This design comes from an exercise in tuning for small area, a short achievable clock period and few clock cycles per item on the open sky130 flow, not from production work.
Where RTL was checked, it was by simulation tests only, not by an equivalence proof against the original.
Power is estimated from default activity; no workload was simulated.

==> flow/design.v (excerpt) <==
module jmp (
    input  wire        clk,
    input  wire        rst,           
    input  wire        load,
    input  wire [31:0] load_size,
    input  wire        start,
    input  wire        setq,
    input  wire [7:0]  setq_val,
    output wire        mem_re,
    output wire [31:0] mem_addr,
    input  wire [7:0]  mem_rdata,
    output wire        qt_we,
    output wire [10:0] qt_addr,
    output wire [7:0]  qt_wdata,
    output wire [15:0] status,
    output wire [31:0] size_o,
    output wire [7:0]  qfactor,
    output wire [31:0] offset_o,
    output wire [7:0]  width_blocks,
    output wire [7:0]  height_blocks,
    output wire [7:0]  type_o,
    output wire        precision,
    output wire [15:0] restart_interval,
    output wire [31:0] header_len,
    output wire [31:0] scan_off,
    output wire [31:0] scan_len
);
Size: about 2000 cells after synthesis, roughly 250 flip-flops, about 330 I/O pins, about 0.018 mm^2 of cells after synthesis.
Settings: LEC_CHECK=0, CAP_MARGIN=20, CORE_MARGIN=2, CORE_UTILIZATION=55, PLACE_DENSITY=0.65, SETUP_SLACK_MARGIN=4.75, SLEW_MARGIN=20, TNS_END_PERCENT=0; clock period 8.0 ns.
standard.sh (not shown) runs the stock make flow with config.mk's settings and CLKGATE_MAP_FILE= SYNTH_SCRIPT=/design/flow/synth_recipe.tcl, a recipe that flattens the netlist after the stock synthesis.
==> flow/flow/run.sh <==
#!/bin/bash
# The standard layout (the standard.sh: standard synthesis, floorplan, place, CTS, route,
# finish), with two changes to how it is built:
#  - the I/O port buffers are sky130_fd_sc_hd__buf_1 instead of the cell buffer_ports picks
#    by default; every port still gets its own buffer;
#  - clock tree synthesis inserts no dummy loads.
set -euo pipefail
bash standard.sh \
  "BUFFER_PORTS_ARGS=-buffer_cell sky130_fd_sc_hd__buf_1" \
  "CTS_ARGS=-sink_clustering_enable -repair_clock_nets -dont_use_dummy_load -sink_clustering_size 14 -sink_clustering_max_diameter 60 -buf_list sky130_fd_sc_hd__clkbuf_8" \
  finish > standard_make.log 2>&1
Rerun with:
--- a/flow/design.v
+++ b/flow/design.v
@@ -95,27 +95,24 @@
     wire        cmp_c = cmp[32];
     wire [8:0]  pp_m;
     wire [16:0] off_h1;
     jmp_add #(.W(8))  u_ppm (.a(offset[15:8]),  .b(mem_rdata), .ci(1'b0), .s(pp_m));
     jmp_add #(.W(16)) u_oh1 (.a(offset[31:16]), .b(16'd0),     .ci(1'b1), .s(off_h1));
     wire [31:0] pp = {pp_m[8] ? off_h1[15:0] : offset[31:16], pp_m[7:0], offset[7:0]};
     wire        pp_load = bsy && (ph == S_CODE || (ph == S_LHI && !d_live));
     wire [8:0]  jp_lo;
     wire [32:0] sl_h1;
     jmp_add #(.W(8))  u_jlo (.a(sl[7:0]),         .b(mem_rdata), .ci(1'b0), .s(jp_lo));
     jmp_add #(.W(32)) u_sh1 (.a({8'd0, sl[31:8]}), .b(32'd0),    .ci(1'b1), .s(sl_h1));
     wire [31:0] jp = {jp_lo[8] ? sl_h1[23:0] : sl[31:8], jp_lo[7:0]};
-    wire [8:0]  jq_lo;
-    jmp_add #(.W(8))  u_jqlo (.a(sl[7:0]),        .b(d),         .ci(1'b0), .s(jq_lo));
-    wire [31:0] jq = {jq_lo[8] ? sl_h1[23:0] : sl[31:8], jq_lo[7:0]};
     wire [32:0] a_inc;
     jmp_add #(.W(32)) u_inc (.a(a), .b(32'd0), .ci(1'b1), .s(a_inc));
     wire [15:0] lfull = {len[15:8], d};
     wire        hd128   = (d[7:4] != 4'd0);
     wire        r_ge67  = (|len[15:7]) | (len[6] & ((|len[5:2]) | (len[1] & len[0])));
     wire        r_ge131 = (|len[15:8]) | (len[7] & ((|len[6:2]) | (len[1] & len[0])));
     wire        dq_fit  = hd128 ? (r_ge131 & d_f128) : (r_ge67 & d_f64);
     wire        dq_last = prec ? (&qa[6:0]) : (&qa[5:0]);
     wire        pend = (cause == 6'd0);
     wire        fin_ok    = sof_found && dqt_found && wb != 8'd0 && hb != 8'd0;
     wire [2:0]  fin_st    = fin_ok ? ST_OK : ST_FAIL;
     wire [5:0]  fin_cause = !sof_found ? C_NO_SOF :
@@ -170,27 +167,26 @@
             wr   <= 1'b0;
         end else if (!bsy) begin
             if (load) begin
                 if (~&load_size[31:16] || ~|load_size[15:0]) begin
                     size <= load_size;
                     st   <= ST_IDLE;
                 end
             end else if (start) begin
                 st        <= ST_BUSY;
                 bsy       <= 1'b1;
                 ph        <= S_SEARCH;
                 cause     <= 6'd0;
-                offset    <= 32'd0;
                 a         <= 32'd0;
-                fj        <= 1'b1;
+                fj        <= 1'b0;
                 sof_found <= 1'b0;
                 dqt_found <= 1'b0;
                 sos_found <= 1'b0;
                 dri_found <= 1'b0;
                 eoi_seen  <= 1'b0;
                 prec      <= 1'b0;
                 ri        <= 16'd0;
             end else if (setq) begin
                 qf <= setq_val;
             end
         end else begin
             ci <= 1'b0;
@@ -236,24 +232,26 @@
                 end else if (d == 8'hDD) begin
                     kind <= K_DRI;
                 end else begin
                     if (d == 8'hD9)
                         eoi_seen <= 1'b1;
                     ph <= S_SEARCH;
                 end
             end
             S_LHI: begin
                 if (d_live) begin
                     len[15:8] <= d;
                     ph        <= S_LLO;
+                    if (kind == K_DQT)
+                        offset <= jp;
                     if (kind == K_SOS)
                         ci <= 1'b1;
                 end
             end
             S_LLO: begin
                 len[7:0] <= d;
                 l_is4    <= (lfull == 16'd4);
                 l_is17   <= (lfull == 16'd17);
                 l_lt4    <= (lfull < 16'd4);
                 case (kind)
                 K_SKIP: begin
                     if (!d_v) begin
@@ -270,26 +268,25 @@
                         st    <= ST_FAULT;
                         bsy   <= 1'b0;
                         cause <= C_SOS_TRUNC;
                     end else begin
                         ph <= S_FINS;
                     end
                 end
                 K_DQT: begin
                     if (!d_v || lfull < 16'd2) begin
                         offset <= size;
                         ph     <= S_FIN0;
                     end else begin
-                        offset <= jq;            
-                        ph     <= (lfull == 16'd2) ? S_SEARCH : S_DQH;
+                        ph <= (lfull == 16'd2) ? S_SEARCH : S_DQH;
                     end
                 end
                 K_DRI: ph <= S_DRI2;
                 default: begin       
                     if (lfull < 16'd17)
                         cause <= C_SOF_LENGTH;
                     ph <= S_SOF2;
                 end
                 endcase
             end
             S_DQH: begin
                 if (!d_v) begin
=> The changed run went through all stages and came out clean. Synthesized area went down by 7.5%. Utilization rose by 2.1 points. Global-route usage goes down by 2.0 points. Total power is higher by 11%. Critical path depth increases by 4. Cell area falls by 4.9%. Setup slack gets better by 57 ps. Routed wire length goes down by 13%. Count of clock-buffer cells in the layout went up by 1. Clock power is lower by about 0.8%.
Testbench counts after the change, summed over its fixed seeds: cycles 78,442, items 320.
Only the layout flow was run in the first run of this note; the RTL was not checked for function there.

---

== lane 5 ==
jmp, a different RTL version from the one above (not shown whole).
Size in the first run: about 1800 cells after synthesis, about 330 I/O pins, roughly 0.017 mm² of cells after synthesis.
==> flow/config.mk <==
export PLATFORM = sky130hd
export DESIGN_NAME = jmp
export DESIGN_NICKNAME = jmp
export VERILOG_FILES = /design/flow/design.v
export SDC_FILE = /design/flow/constraint.sdc
export NUM_CORES = 4
export LEC_CHECK = 0
export CAP_MARGIN = 20
export CORE_MARGIN = 2
export CORE_UTILIZATION = 55
export CTS_BUF_LIST = sky130_fd_sc_hd__clkbuf_8
export PLACE_DENSITY = 0.65
export SETUP_SLACK_MARGIN = 4.3
export SLEW_MARGIN = 20
==> flow/constraint.sdc <==
create_clock -name core_clock -period 8.0 [get_ports {clk}]
set_input_delay 1.6000 -clock core_clock [delete_from_list [all_inputs] [get_ports {clk}]]
set_output_delay 1.6000 -clock core_clock [all_outputs]
set_load 0.01 [all_outputs]
==> flow/flow/run.sh <==
#!/bin/bash
# The standard layout (the standard.sh: standard synthesis, floorplan, place, CTS, route,
# finish), with the I/O port buffers made from sky130_fd_sc_hd__buf_1 instead of the default
# cell buffer_ports picks. Every port still gets its own buffer.
set -euo pipefail
bash standard.sh "BUFFER_PORTS_ARGS=-buffer_cell sky130_fd_sc_hd__buf_1" finish > standard_make.log 2>&1
Testbench counts of lane 5, summed over its fixed seeds: cycles 78,442, items 320.
Input-level comparison between lane 3 and lane 5:
diff --git a/flow/design.v b/flow/design.v
--- a/flow/design.v
+++ b/flow/design.v
@@ -83,32 +83,29 @@
     reg [31:0] a;          
     reg [15:0] len;        
     reg [10:0] qa;         
     reg        fj;         
     reg        ci;         
     reg        wr;         
     reg        l_is4, l_is17, l_lt4;    
     reg [7:0]  d;          
-    reg        p_live, p_v, p_b6;             
-    reg [3:0]  p_or7;
+    reg        p_live, p_v, p_b6, p_or7;      
     reg        d_live, d_v, d_f64, d_f128;    
-    wire [32:0] cmp   = {1'b0, size} + {1'b0, ~a} + {32'd0, ci};
+    wire [32:0] cmp;
+    jmp_add #(.W(32)) u_cmp (.a(size), .b(~a), .ci(ci), .s(cmp));
     wire        cmp_c = cmp[32];
-    wire [8:0]  pp_m;
-    wire [16:0] off_h1;
-    jmp_add #(.W(8))  u_ppm (.a(offset[15:8]),  .b(mem_rdata), .ci(1'b0), .s(pp_m));
-    jmp_add #(.W(16)) u_oh1 (.a(offset[31:16]), .b(16'd0),     .ci(1'b1), .s(off_h1));
-    wire [31:0] pp = {pp_m[8] ? off_h1[15:0] : offset[31:16], pp_m[7:0], offset[7:0]};
-    wire        pp_load = bsy && (ph == S_CODE || (ph == S_LHI && !d_live));
-    wire [8:0]  jp_lo;
-    wire [32:0] sl_h1;
-    jmp_add #(.W(8))  u_jlo (.a(sl[7:0]),         .b(mem_rdata), .ci(1'b0), .s(jp_lo));
-    jmp_add #(.W(32)) u_sh1 (.a({8'd0, sl[31:8]}), .b(32'd0),    .ci(1'b1), .s(sl_h1));
-    wire [31:0] jp = {jp_lo[8] ? sl_h1[23:0] : sl[31:8], jp_lo[7:0]};
+    wire [8:0]  jp_lo, jp_m0, jp_m1;
+    wire [16:0] jp_h1;
+    jmp_add #(.W(8))  u_jlo (.a(offset[7:0]),   .b(mem_rdata), .ci(1'b0), .s(jp_lo));
+    jmp_add #(.W(8))  u_jm0 (.a(offset[15:8]),  .b(d),         .ci(1'b0), .s(jp_m0));
+    jmp_add #(.W(8))  u_jm1 (.a(offset[15:8]),  .b(d),         .ci(1'b1), .s(jp_m1));
+    jmp_add #(.W(16)) u_jh1 (.a(offset[31:16]), .b(16'd0),     .ci(1'b1), .s(jp_h1));
+    wire [8:0]  jp_m   = jp_lo[8] ? jp_m1 : jp_m0;
+    wire [31:0] jp     = {jp_m[8] ? jp_h1[15:0] : offset[31:16], jp_m[7:0], jp_lo[7:0]};
     wire [32:0] a_inc;
     jmp_add #(.W(32)) u_inc (.a(a), .b(32'd0), .ci(1'b1), .s(a_inc));
     wire [15:0] lfull = {len[15:8], d};
     wire        hd128   = (d[7:4] != 4'd0);
     wire        r_ge67  = (|len[15:7]) | (len[6] & ((|len[5:2]) | (len[1] & len[0])));
     wire        r_ge131 = (|len[15:8]) | (len[7] & ((|len[6:2]) | (len[1] & len[0])));
     wire        dq_fit  = hd128 ? (r_ge131 & d_f128) : (r_ge67 & d_f64);
     wire        dq_last = prec ? (&qa[6:0]) : (&qa[5:0]);
@@ -139,27 +136,25 @@
         default: ;
         endcase
     end
     always @(posedge clk) begin
         d      <= mem_rdata;
         p_live <= bsy && !jump && !jump1 && !hold;
         p_v    <= cmp_c;
         p_b6   <= cmp[6];
-        p_or7  <= {|cmp[31:24], |cmp[23:16], |cmp[15:8], cmp[7]};
+        p_or7  <= |cmp[31:7];
         d_live <= p_live && !jump;
         d_v    <= p_v;
-        d_f64  <= p_v && ((|p_or7) || p_b6);
-        d_f128 <= p_v && (|p_or7);
+        d_f64  <= p_v && (p_or7 || p_b6);
+        d_f128 <= p_v && p_or7;
     end
     always @(posedge clk) begin
         if (ci)
             sl <= cmp[31:0];
-        else if (pp_load)
-            sl <= pp;
     end
     always @(posedge clk) begin
         if (rst) begin
             st   <= ST_IDLE;
             bsy  <= 1'b0;
             size <= 32'd0;
             qf   <= 8'd255;
             ph   <= S_SEARCH;
@@ -447,17 +442,17 @@
     assign scan_len         = sl;
 endmodule
 module jmp_add #(parameter W = 32) (
     input  wire [W-1:0] a,
     input  wire [W-1:0] b,
     input  wire         ci,
     output wire [W:0]   s
 );
-    localparam L = (W <= 8) ? 3 : (W <= 16) ? 4 : 5;    
+    localparam L = $clog2(W);
     wire [W-1:0] p0 = a ^ b;
     wire [W-1:0] g0 = (a & b) | {{(W-1){1'b0}}, p0[0] & ci};
     wire [W-1:0] gu [0:L];
     wire [W-1:0] pu [0:L];
     assign gu[0] = g0;
     assign pu[0] = p0;
     genvar k, i;
     generate
Notes after the runs:
Lane 3: no failed stages, no open violations at the end. When the final numbers for lane 5 and lane 3 were put side by side, the area occupied by registers turned out to be smaller in lane 3. For lane 3, the top layer reached by signal wires was met5, unlike lane 5, where it was met4. Lane 3 vs. lane 5: core utilization stayed essentially flat, minimum hold slack increased 0.037 ns, count of buffers not belonging to the clock network in the layout increased 3.8%, global router's overall resource usage closely matched the old numbers. Wire length after detailed routing (lane 3 vs. lane 5) decreases by a few percent. On half-perimeter wire length of the detailed placement result: between lane 5 and lane 3, it ends up lower for lane 3. Lane 3 -> lane 5: fraction of power spent switching nets flat. Lane 5 has higher total core area than lane 3.
Only the layout flow was run in lane 3; the RTL was not checked for function there.

[afterwards: timing with drivers on the ports]
How much do the figures lean on ideal ports? The routed layouts below were timed once more, with nothing changed but the port constraints.
Step 1 assumes that a clkbuf_16 drives the clock port and a buf_2 every other input.
Step 2 times the ports against the registers' clock, not the clock port: input delays grow and output delays shrink by t, the midpoint of the rising clock arrivals with the driver on.
Three values: ideal, step 1, step 2; two values: the first two.
| run | shift t [ns] | setup slack, ns | latest minus earliest clock arrival (ns) | worst register clock-pin slew, ns |
|---|---|---|---|---|
| the first run of note 1 | 0.639 | 4.438 / 4.438 / 3.865 | 0.038 / 0.039 | 0.11 / 0.11 |
| the second run of note 1 | 0.626 | 4.494 / 4.494 / 3.895 | 0.067 / 0.068 | 0.10 / 0.10 |
| lane 5 | 0.635 | 4.332 / 4.350 / 3.715 | 0.018 / 0.018 | 0.07 / 0.07 |
| lane 3 | 0.625 | 3.878 / 3.884 / 3.260 | 0.042 / 0.043 | 0.07 / 0.07 |
After both steps every run listed still meets setup and hold. For lane 3, which loses most, drivers alone change the setup slack by +0.006 ns; drivers and shift together by -0.618 ns.
